Context: an optimization exercise on an open-source flow, tuned for small area, a short achievable clock period and few clock cycles per item. The choices shown serve that exercise and are no tape-out recipe. The RTL was checked by simulation tests, not by an equivalence proof against the original design. No activity file was given, so power comes from the tool's default toggle rates.

## old
// hb_rx
module hb_rx (
    input  wire       clk,
    input  wire       rst,         
    input  wire       in_valid,
    output wire       in_ready,
    input  wire [7:0] in_data,
    output wire       ev_valid,
    input  wire       ev_ready,
    output wire [7:0] ev_data
);
Size: about 3800 cells after synthesis, about 0.056 mm^2 of cells after synthesis.
Settings: LEC_CHECK=0, CAP_MARGIN=20, CORE_MARGIN=2, CORE_UTILIZATION=40, CTS_CLUSTER_DIAMETER=80, CTS_CLUSTER_SIZE=24, SLEW_MARGIN=20; clock period 10.0 ns.
standard.sh (not shown) runs the stock make flow with config.mk's settings and CLKGATE_MAP_FILE= SYNTH_SCRIPT=/design/flow/synth_recipe.tcl, a recipe that flattens the netlist after the stock synthesis.
==> flow/flow/run.sh <==
#!/bin/bash
set -euo pipefail
cd "$(dirname "$0")/.."
bash standard.sh finish SETUP_SLACK_MARGIN=6.6 TNS_END_PERCENT=10 \
    "BUFFER_PORTS_ARGS=-buffer_cell sky130_fd_sc_hd__buf_4" > flow_make.log 2>&1
Testbench counts of old, summed over its fixed seeds: cycles 26,059, items 480.
What new does differently from old at the input level:
--- a/flow/design.v
+++ b/flow/design.v
@@ -76,20 +76,19 @@
     reg [1:0]  method;        
     reg        pend_v;        
     reg [7:0]  pend;
     reg [7:0]  plen;          
     reg [7:0]  plen1;         
     reg        pend_w;        
     reg [7:0]  wslot;         
-    reg [7:0]  age;           
+    reg [7:0]  s0;            
     reg [7:0]  tm;            
     reg [7:0]  ring [0:RL-1];
     wire [7:0] tm1    = (tm == RLM) ? 8'd0 : tm + 8'd1;         
     wire [7:0] wslot1 = (wslot == RLM) ? 8'd0 : wslot + 8'd1;   
-    wire [7:0] age1   = (age == RLM) ? 8'd0 : age + 8'd1;       
     reg        f_files;       
     reg        f_card;        
     reg        f_qm;          
     reg [3:0]  mk;            
     reg        f_mf;          
     reg [1:0]  js;            
     reg       marker_hit, get_hit, post_hit;
@@ -231,23 +230,23 @@
     integer w;
     always @(posedge clk) begin
         tm <= rst ? 8'd0 : tm1;
         ring[0] <= we ? pend : ring[RL - 1];
         for (w = 1; w < RL; w = w + 1)
             ring[w] <= ring[w - 1];
     end
-    wire new_pb = proc && !ovf && pstate == P_PATH && !k_lf && !k_sp;
     always @(posedge clk) begin
         if (we)
             pend_w <= 1'b1;
-        if (new_pb) begin
+        if (proc && !ovf && pstate == P_PATH && !k_lf && !k_sp) begin
             pend_w <= 1'b0;
             wslot  <= pend_v ? wslot1 : tm1;
+            if (!pend_v)
+                s0 <= tm1;
         end
-        age <= (new_pb && !pend_v) ? 8'd0 : age1;
     end
     always @(posedge clk) begin
         if (rst) begin
             pstate <= P_SEARCH;
             rx_len <= 9'd0;
             mpos   <= 3'd0;
         end else if (proc) begin
@@ -382,16 +381,16 @@
     reg [7:0] rsel;
     integer j;
     always @(*) begin
         rsel = 8'd0;
         for (j = 0; j < 64; j = j + 1)
             rsel = rsel | (ring[j] & {8{rlo[j % 16] && rmid[j / 16]}});
     end
-    wire [7:0] f0     = age;               
-    wire [7:0] f01    = age1;
+    wire [7:0] f0     = (tm >= s0) ? tm - s0 : tm - s0 + RL;   
+    wire [7:0] f01    = (f0 == RLM) ? 8'd0 : f0 + 8'd1;
     wire [7:0] rdist1 = (rdist == RLM) ? 8'd0 : rdist + 8'd1;
     wire       e_free = !ev_vr || ev_ready;
     wire       e_path = !e_drop && (ecnt >= 8'd9);
     wire       e_load = e_free && !e_last && (!e_path || qv);
     wire       e_take = e_load && e_path;
     wire       fetch  = ev_v && !e_drop && (rrem != 8'd0) && (rhi == 2'd0) && (!qv || e_take);
     integer g;
==> comparison <==
new completed every stage of the flow, and the final layout passed the timing, DRC and antenna checks. Summary of new over old: placeable core region saw an increase, count of non-filler cells in the finished layout saw an increase. Summary of new over old: worst vdd rail ir drop picked up an extra 12%; proportion of layout cells with a drive suffix above 1 fell 0.28 points; total wire length after detailed routing went up. Compared with old, in new routability congestion estimate from global placement down about 0.7%; worst hold slack saw an increase; multiplexer fraction of the synthesized cell area closely matched the old numbers; worst setup slack grew by 43 ps. Relative to old, the global-route wire length before repair measured on new has increased by a few percent. Going from old to new, the count of clock-buffer cells in the layout was found to have gone up by 3.
Testbench counts of new, summed over its fixed seeds: cycles 26,059, items 480.

## afterwards: timing with drivers on the ports
How much do the figures lean on ideal ports? The routed layouts below were timed once more, with nothing changed but the port constraints. Step 1 (the two cells are an assumption about what drives the block):
set clk [get_ports {clk}]
set_driving_cell -lib_cell sky130_fd_sc_hd__clkbuf_16 $clk
set_driving_cell -lib_cell sky130_fd_sc_hd__buf_2 [delete_from_list [all_inputs] $clk]
Step 2 also shifts input and output timing later by t, the mid clock arrival at the registers, as if the neighbouring blocks saw the same clock. Slacks: no drivers / after step 1 / after step 2; pairs: no drivers / after step 1.
run	shift t [ns]	slack for setup (ns)	worst setup path at the end	worst register clock-pin slew, ns
old	0.778	6.569 / 6.501 / 5.880	input to register	0.10 / 0.10
new	0.787	6.612 / 6.543 / 5.962	input to register	0.10 / 0.10
After both steps every run listed still meets setup and hold. The setup slack of old, which loses most, moves by -0.068 ns with the drivers and by -0.689 ns with both steps.
